This is an optimization exercise on Yosys and OpenROAD, whose aim is a short achievable clock period and few clock cycles per item, not a production implementation.
The RTL was checked by simulation tests, not by an equivalence proof against the original design.
Power is estimated from default activity; no workload was simulated.

### design/flow/config.mk
export PLATFORM = sky130hd
export DESIGN_NAME = upxl_encoder
export DESIGN_NICKNAME = upxl_encoder
export VERILOG_FILES = /design/flow/design.v
export SDC_FILE = /design/flow/constraint.sdc
export NUM_CORES = 4
export LEC_CHECK = 0
export CAP_MARGIN = 20
export CORE_MARGIN = 2
export CORE_UTILIZATION = 40
export PLACE_DENSITY = 0.6
export SLEW_MARGIN = 20
### design/flow/constraint.sdc
create_clock -name core_clock -period 5.0 [get_ports {clk}]
set_input_delay 1.0000 -clock core_clock [delete_from_list [all_inputs] [get_ports {clk}]]
set_output_delay 1.0000 -clock core_clock [all_outputs]
set_load 0.01 [all_outputs]
### design/flow/design.v
module upxl_cpm (
  input  wire [31:0] color,
  input  wire [7:0]  order,
  input  wire        nelem4,
  output reg  [31:0] bytes_out    
);
  wire [31:0] samples = {color[31:24], color[7:0], color[15:8], color[23:16]};
  reg  [1:0]  pos;
  integer k;
  always @(*) begin
    bytes_out = 32'h0;
    for (k = 0; k < 4; k = k + 1) begin
      pos = order[2*k +: 2];
      if ((k < 3 || nelem4) && (nelem4 || pos != 2'd3))
        bytes_out[8*pos +: 8] = samples[8*k +: 8];
    end
  end
endmodule
module upxl_crc32 (
  input  wire [31:0] crc_in,
  input  wire [7:0]  data,
  output reg  [31:0] crc_out
);
  integer i;
  always @(*) begin
    crc_out = crc_in ^ {24'h0, data};
    for (i = 0; i < 8; i = i + 1)
      crc_out = crc_out[0] ? ((crc_out >> 1) ^ 32'hEDB88320) : (crc_out >> 1);
  end
endmodule
module upxl_encoder (
  input  wire        clk,
  input  wire        rst,
  input  wire        cmd_valid,
  output wire        cmd_ready,
  input  wire [1:0]  cmd_kind,
  input  wire [7:0]  cmd_chan,
  input  wire [7:0]  cmd_order,
  input  wire        cmd_nelem4,
  input  wire [7:0]  cmd_bright,
  input  wire [31:0] cmd_freq,
  input  wire [15:0] cmd_npix,
  input  wire        pix_valid,
  output wire        pix_ready,
  input  wire [31:0] pix_color,
  output reg         out_valid,
  input  wire        out_ready,
  output reg  [31:0] out_data,
  output reg  [2:0]  out_nbytes,
  output reg         out_last,
  output reg         done,
  output reg  [2:0]  done_flags,
  output reg  [11:0] done_len
);
  localparam [1:0] K_WS2812 = 2'd0, K_APA_DATA = 2'd1, K_APA_CLOCK = 2'd2;
  localparam [7:0] RT_WS2812 = 8'h01, RT_APA_DATA = 8'h03, RT_APA_CLOCK = 8'h04;
  localparam [18:0] BUDGET = 19'd2048;
  localparam [2:0] S_IDLE = 3'd0, S_CHECK = 3'd1, S_HDR = 3'd2, S_BASE = 3'd3,
                   S_PIX = 3'd4, S_CRC = 3'd5, S_WAIT = 3'd6;
  reg [2:0]  state;
  reg [3:0]  cnt;           
  reg [1:0]  sub;           
  reg [15:0] pix_left;      
  reg [1:0]  kind;
  reg [7:0]  chan;
  reg [7:0]  order;
  reg        nelem4;
  reg [7:0]  bright;
  reg [31:0] freq;
  reg [15:0] npix;
  reg [31:0] crc;
  reg [23:0] px_rest;       
  reg [31:0] asm_data;
  reg [1:0]  asm_cnt;
  wire [2:0]  elems     = nelem4 ? 3'd4 : 3'd3;
  wire [18:0] ws_space  = nelem4 ? {1'b0, npix, 2'b00} : ({3'b0, npix} + {2'b0, npix, 1'b0});
  wire [18:0] apa_space = {1'b0, npix, 2'b00} + 19'd8;
  wire        e_kind    = (kind == 2'd3);
  wire        e_ovf     = (kind == K_WS2812   && ws_space  > BUDGET) ||
                          (kind == K_APA_DATA && apa_space > BUDGET);
  wire        e_order   = (kind == K_APA_DATA) && !nelem4;
  wire [3:0]  base_len  = (kind == K_APA_DATA) ? 4'd8 : 4'd4;
  wire        has_pix   = (kind != K_APA_CLOCK) && (npix != 16'd0);
  wire [11:0] frame_len = 12'd10 + {8'd0, base_len} +
                          ((kind == K_APA_CLOCK) ? 12'd0 :
                           (kind == K_APA_DATA)  ? apa_space[11:0] - 12'd8 :
                                                   ws_space[11:0]);
  wire [31:0] cpm_bytes;
  upxl_cpm u_cpm (
    .color     (pix_color),
    .order     (order),
    .nelem4    (nelem4),
    .bytes_out (cpm_bytes)
  );
  wire [31:0] px_bytes = (kind == K_APA_DATA) ? {bright, cpm_bytes[23:0]} : cpm_bytes;
  reg  [7:0] hdr_byte;
  always @(*) begin
    case (cnt[2:0])
      3'd0: hdr_byte = 8'h55;
      3'd1: hdr_byte = 8'h50;
      3'd2: hdr_byte = 8'h58;
      3'd3: hdr_byte = 8'h4C;
      3'd4: hdr_byte = chan;
      default: hdr_byte = (kind == K_WS2812)   ? RT_WS2812 :
                          (kind == K_APA_DATA) ? RT_APA_DATA : RT_APA_CLOCK;
    endcase
  end
  reg  [7:0] base_byte;
  always @(*) begin
    if (kind == K_WS2812) begin
      case (cnt[1:0])
        2'd0: base_byte = {5'd0, elems};
        2'd1: base_byte = order;
        2'd2: base_byte = npix[7:0];
        default: base_byte = npix[15:8];
      endcase
    end else begin
      case (cnt[2:0])
        3'd0: base_byte = freq[7:0];
        3'd1: base_byte = freq[15:8];
        3'd2: base_byte = freq[23:16];
        3'd3: base_byte = freq[31:24];
        3'd4: base_byte = order;
        3'd5: base_byte = 8'h00;
        3'd6: base_byte = npix[7:0];
        default: base_byte = npix[15:8];
      endcase
    end
  end
  wire [31:0] crc_fin = ~crc;
  reg  [7:0]  pix_byte;
  always @(*) begin
    case (sub)
      2'd0: pix_byte = px_bytes[7:0];
      2'd1: pix_byte = px_rest[7:0];
      2'd2: pix_byte = px_rest[15:8];
      default: pix_byte = px_rest[23:16];
    endcase
  end
  reg  [7:0] cur_byte;
  reg        byte_avail;
  always @(*) begin
    cur_byte   = 8'h00;
    byte_avail = 1'b0;
    case (state)
      S_HDR:  begin cur_byte = hdr_byte;  byte_avail = 1'b1; end
      S_BASE: begin cur_byte = base_byte; byte_avail = 1'b1; end
      S_PIX:  begin cur_byte = pix_byte;  byte_avail = (sub != 2'd0) || pix_valid; end
      S_CRC:  begin cur_byte = crc_fin[8*cnt[1:0] +: 8]; byte_avail = 1'b1; end
      default: ;
    endcase
  end
  wire last_byte  = (state == S_CRC) && (cnt[1:0] == 2'd3);
  wire out_free   = !out_valid || out_ready;
  wire word_full  = (asm_cnt == 2'd3) || last_byte;
  wire byte_take  = byte_avail && (!word_full || out_free);
  wire last_sub   = nelem4 ? (sub == 2'd3) : (sub == 2'd2);
  assign cmd_ready = (state == S_IDLE);
  assign pix_ready = (state == S_PIX) && (sub == 2'd0) && (!word_full || out_free);
  wire [31:0] crc_step;
  upxl_crc32 u_crc (
    .crc_in  (crc),
    .data    (cur_byte),
    .crc_out (crc_step)
  );
  always @(posedge clk) begin
    if (rst) begin
      state      <= S_IDLE;
      done       <= 1'b0;
      done_flags <= 3'd0;
      done_len   <= 12'd0;
      out_valid  <= 1'b0;
      asm_cnt    <= 2'd0;
      cnt        <= 4'd0;
      sub        <= 2'd0;
    end else begin
      done <= 1'b0;
      if (out_valid && out_ready)
        out_valid <= 1'b0;
      case (state)
        S_IDLE: begin
          if (cmd_valid) begin
            kind   <= cmd_kind;
            chan   <= cmd_chan;
            order  <= cmd_order;
            nelem4 <= cmd_nelem4;
            bright <= cmd_bright;
            freq   <= cmd_freq;
            npix   <= cmd_npix;
            state  <= S_CHECK;
          end
        end
        S_CHECK: begin
          if (e_kind || e_ovf || e_order) begin
            done       <= 1'b1;
            done_flags <= e_kind ? 3'b100 : {1'b0, e_order, e_ovf};
            done_len   <= 12'd0;
            state      <= S_IDLE;
          end else begin
            crc      <= 32'hFFFFFFFF;
            cnt      <= 4'd0;
            sub      <= 2'd0;
            pix_left <= npix;
            asm_cnt  <= 2'd0;
            state    <= S_HDR;
          end
        end
        S_WAIT: begin
          if (!out_valid || out_ready) begin
            done       <= 1'b1;
            done_flags <= 3'd0;
            done_len   <= frame_len;
            state      <= S_IDLE;
          end
        end
        default: begin
          if (byte_take) begin
            asm_data[8*asm_cnt +: 8] <= cur_byte;
            asm_cnt <= asm_cnt + 2'd1;
            if (word_full) begin
              out_valid  <= 1'b1;
              out_data   <= asm_data;
              out_data[8*asm_cnt +: 8] <= cur_byte;
              out_nbytes <= {1'b0, asm_cnt} + 3'd1;
              out_last   <= last_byte;
              asm_cnt    <= 2'd0;
            end
            if (state != S_CRC)
              crc <= crc_step;
            case (state)
              S_HDR: begin
                cnt <= cnt + 4'd1;
                if (cnt == 4'd5) begin
                  cnt   <= 4'd0;
                  state <= S_BASE;
                end
              end
              S_BASE: begin
                cnt <= cnt + 4'd1;
                if (cnt == base_len - 4'd1) begin
                  cnt   <= 4'd0;
                  state <= has_pix ? S_PIX : S_CRC;
                end
              end
              S_PIX: begin
                if (sub == 2'd0)
                  px_rest <= px_bytes[31:8];
                sub <= sub + 2'd1;
                if (last_sub) begin
                  sub      <= 2'd0;
                  pix_left <= pix_left - 16'd1;
                  if (pix_left == 16'd1)
                    state <= S_CRC;
                end
              end
              default: begin  
                cnt <= cnt + 4'd1;
                if (last_byte)
                  state <= S_WAIT;
              end
            endcase
          end
        end
      endcase
    end
  end
endmodule
### design/flow/run.sh
#!/bin/bash
# synth_recipe.tcl (not shown) runs the flow's synth.tcl, then flattens the netlist and writes it again
# the make line also repeats each setting of config.mk as NAME=value (left out here)
make -C /OpenROAD-flow-scripts/flow DESIGN_CONFIG=/design/flow/config.mk WORK_HOME=/design/flow/orfs CLKGATE_MAP_FILE= SYNTH_SCRIPT=/design/flow/synth_recipe.tcl finish
==> flow_summary.json <==
{
  "status": "timing/DRC/antenna clean",
  "peakVddDrop_mv": 0.2907,
  "synth_top_cells_by_count": "215 x edfxtp_1, 149 x nand2_1, 88 x inv_1",
  "grt_setup_unrepaired": "no",
  "fp.dieW_um": 195.9,
  "ioPinCount": 167,
  "drc": 0,
  "crit_top_cell": "buf_4",
  "yosysWarnings": 3,
  "postLayoutCoreUtil_pct": 49.64,
  "cp_slowest_cell": "a222oi_1",
  "yosysTopAreaCell": "edfxtp_1",
  "n_antenna_cell": 0,
  "hold_violations": 0,
  "synthToLayoutAreaGrowth_pct": 22.80,
  "drive_above_1_share_pct": 9.108,
  "grt_usage_pct": 24.20,
  "p_int_mw": 5.041,
  "leakage_nw": 6.657,
  "crit_start": "cnt[0]",
  "drv_slew": 0,
  "power.density_nw_per_um2": 426.2,
  "synth-edff-count": 215,
  "numCtsBuffers": 29,
  "ctsHoldBuffers": 0,
  "cts_resized": 0,
  "vias": 12140,
  "crit_chain": "inv_1, ha_1, buf_4, a222oi_1, a21oi_1, a211oi_1, a2111oi_0, buf_4, a211oi_2, xnor2_2, buf_4, xnor3_2, xnor3_1, nand2_1",
  "synth_most_common_cell": "edfxtp_1",
  "r2r-start": "cnt[0]",
  "vias_per_cell": 5.894,
  "period_share_pct": 92.34,
  "ys.flop_type": "edfxtp_1",
  "final_cell_count_no_fill": 2060,
  "setup-tns-final_ps": 0,
  "core_um2": 36430,
  "drt_first_pass_iters": 6,
  "cts_htree_levels": 1,
  "seqPwrFrac_pct": 36.0,
  "power_frac_comb_pct": 37.5,
  "ys_types": 92,
  "dpl_cell_area_um2": 17170,
  "path_clk_slew_ps": 60,
  "nFillCells": 3356,
  "cts_buffer_depth": 3,
  "startpoint_type": "flip-flop",
  "clkSinkCount": 243,
  "syn_nets": 1562,
  "ys_seq_elements": 243,
  "grt_pass1_wl_um": 71500,
  "finClkSkew_ps": 18.66,
  "cp_slowest_stage_delay_ps": 550,
  "dieArea_um2": 38370,
  "die_h_um": 195.9,
  "syn_area_um2": 14730,
  "min_period_ps": 4617,
  "core.rowCount": 70,
  "hold_class": "flip-flop to flip-flop",
  "cp_num_buf_inv": 4,
  "crit_fanout": 15,
  "post_cts_buffers": 0,
  "setup_viol_count_final": 0,
  "power_switching_mw": 2.667,
  "yosys-top-cells-area": "edfxtp_1 44%, ha_1 5.4%, dfxtp_1 3.8%",
  "antenna_found_initial": 0,
  "synth_top_area_share_pct": 43.84,
  "sw_frac_of_total_pct": 34.60,
  "syn_area_per_cell_um2": 10.63,
  "overflow": 0,
  "finalWirelength_um": 46880,
  "endpoint_kind": "flip-flop",
  "start_util_pct": 40.42,
  "gp_congestion": 0.9626,
  "yosysSeqAreaShare_pct": 47.64,
  "ant_nets": 0,
  "max_freq_mhz": 216.6,
  "dp_hpwl_um": 34580,
  "design_area_um2": 18090,
  "relSlewSlack_pct": 22.83,
  "grt_pass1_vias": 11860,
  "first_iter_violations": 1210,
  "cp.arrival_ps": 4920,
  "root_buffer": "clkbuf_16",
  "wire_per_inst_um": 22.75,
  "cts_tree": "built",
  "dp.cells": 2006,
  "min_from": "done_flags[0]",
  "path_class": "flip-flop to flip-flop",
  "ys_async_sr_fraction_pct": 0,
  "netlist_instances": 1385,
  "cp.required_ps": 5300,
  "cpLargestDelayFamily": "compound AO/OA/AOI/OAI gates",
  "worstMarginPinSlew_ps": 1149,
  "clk_latency_ps": 580,
  "port-buffer-count": 166,
  "grt_start_max_net_pins": 42,
  "nNetsFinal": 1746,
  "drv_cap": 0,
  "pwr-share-clk_pct": 26.6
}
## routing by layer
metal | vias up | track usage, % | wire length [µm] | share of wire [%]
met5 | - | 0 | 0 | 0
met4 | 0 | 6.762 | 1099 | 2.3
met3 | 84 | 3.369 | 3546 | 7.6
met2 | 528 | 38.74 | 21330 | 46
met1 | 5887 | 34.43 | 20890 | 45
li1 | 5643 | - | - | -
## cells by family after synthesis
kind of cell    count (synthesis)  share of synthesized area (%)
simple gates                  389                          12.88
flops                         243                          47.64
mux                            26                          2.268
fa+ha+maj                      65                          5.624
xor+xnor                      104                          7.833
buf+inv                       161                          4.214
compound gates                397                          19.54
## stage by stage
step	power [mW]	hold WS (ps)	setup slack, ps
after CTS	7.736	474.8	392.7
after floorplan	4.782	482.3	655.8
after global placement	5.634	456.1	443.4
after detailed placement	5.672	466.2	431.3
after global routing	8.119	507.8	182.8
final	7.708	472.4	382.8
## power groups by stage
stage | clock [mW] | combinational [mW] | sequential (mW)
global route | 2.17 | 3.16 | 2.79
CTS | 2.09 | 2.88 | 2.77
global placement | 0 | 2.83 | 2.81
finish | 2.05 | 2.89 | 2.77
floorplan | 0 | 2.05 | 2.74
detailed placement | 0 | 2.86 | 2.81
## worst min-delay path, stage by stage (launching register included)
cell,delay (ps)
dfxtp_1,310
nand2_1,50
mux2i_1,60
## flip-flops by register name, summed over array words and instances, names as in the netlist, 2 cells and up, named ones only
register	cells
sub	2
freq	32
done_len	12
order	8
px_rest	24
asm_cnt	2
pix_left	16
done_flags	3
bright	8
out_nbytes	3
crc	32
asm_data	32
kind	2
chan	8
npix	16
out_data	32
state	2
cnt	4
## area by class of cell
type | instances | area [µm²] | area share (%)
well taps | 468 | 585.6 | 3.238
multi-input cells | 981 | 7121 | 39.37
clock inverters | 20 | 175.2 | 0.9685
repair buffers | 223 | 2102 | 11.62
flip-flops and latches | 243 | 7017 | 38.80
clock buffers | 34 | 744.5 | 4.116
inverters | 91 | 341.6 | 1.889
## cell usage in the layout (no fill, tap or decap), drive strengths merged, types with 35 or more instances in the layout
cell,instances
nor2,70
clkdlybuf4s50,166
a22oi,39
nor3,35
edfxtp,215
o21ai,74
nand2,149
o22ai,42
ha,63
buf,57
inv,92
xnor2,67
a21oi,44
## path summary, 6_finish.rpt
path,endpoint,slack [ps],cells past startpoint
min,done_flags[0],470,2
min reg2reg,done_flags[0],470,2
max reg2reg,crc[19],380,14
max,crc[19],380,14
Testbench counts, summed over its fixed seeds: cycles 181,174, bytes 180,206.

==> what the ideal ports hide <==
In the flow no input, the clock included, has a driving cell. The finished layout below was timed again as built, in two steps.
Step 1 sets driving cells, clkbuf_16 on the clock port and buf_2 on the other inputs (assumed; they add their load-dependent delay and slew).
Step 2 adds t to the input delays and takes it off the output delays; t is the mean of the earliest and latest rising clock arrival at the registers after step 1. Input paths then give back, and output paths get back, about the clock's delay inside the block.
Slacks: ideal / step 1 / step 2; pairs: ideal / step 1.
t, ns: 0.623
setup slack, ns: 0.383 / 0.383 / 0.383
worst register clock-pin slew, ns: 0.06 / 0.06
worst data-port slew with drivers (ns): 0.05
After both steps this run still meets setup and hold. The setup slack of this run moves by 0.000 ns with the drivers and by 0.000 ns with both steps.
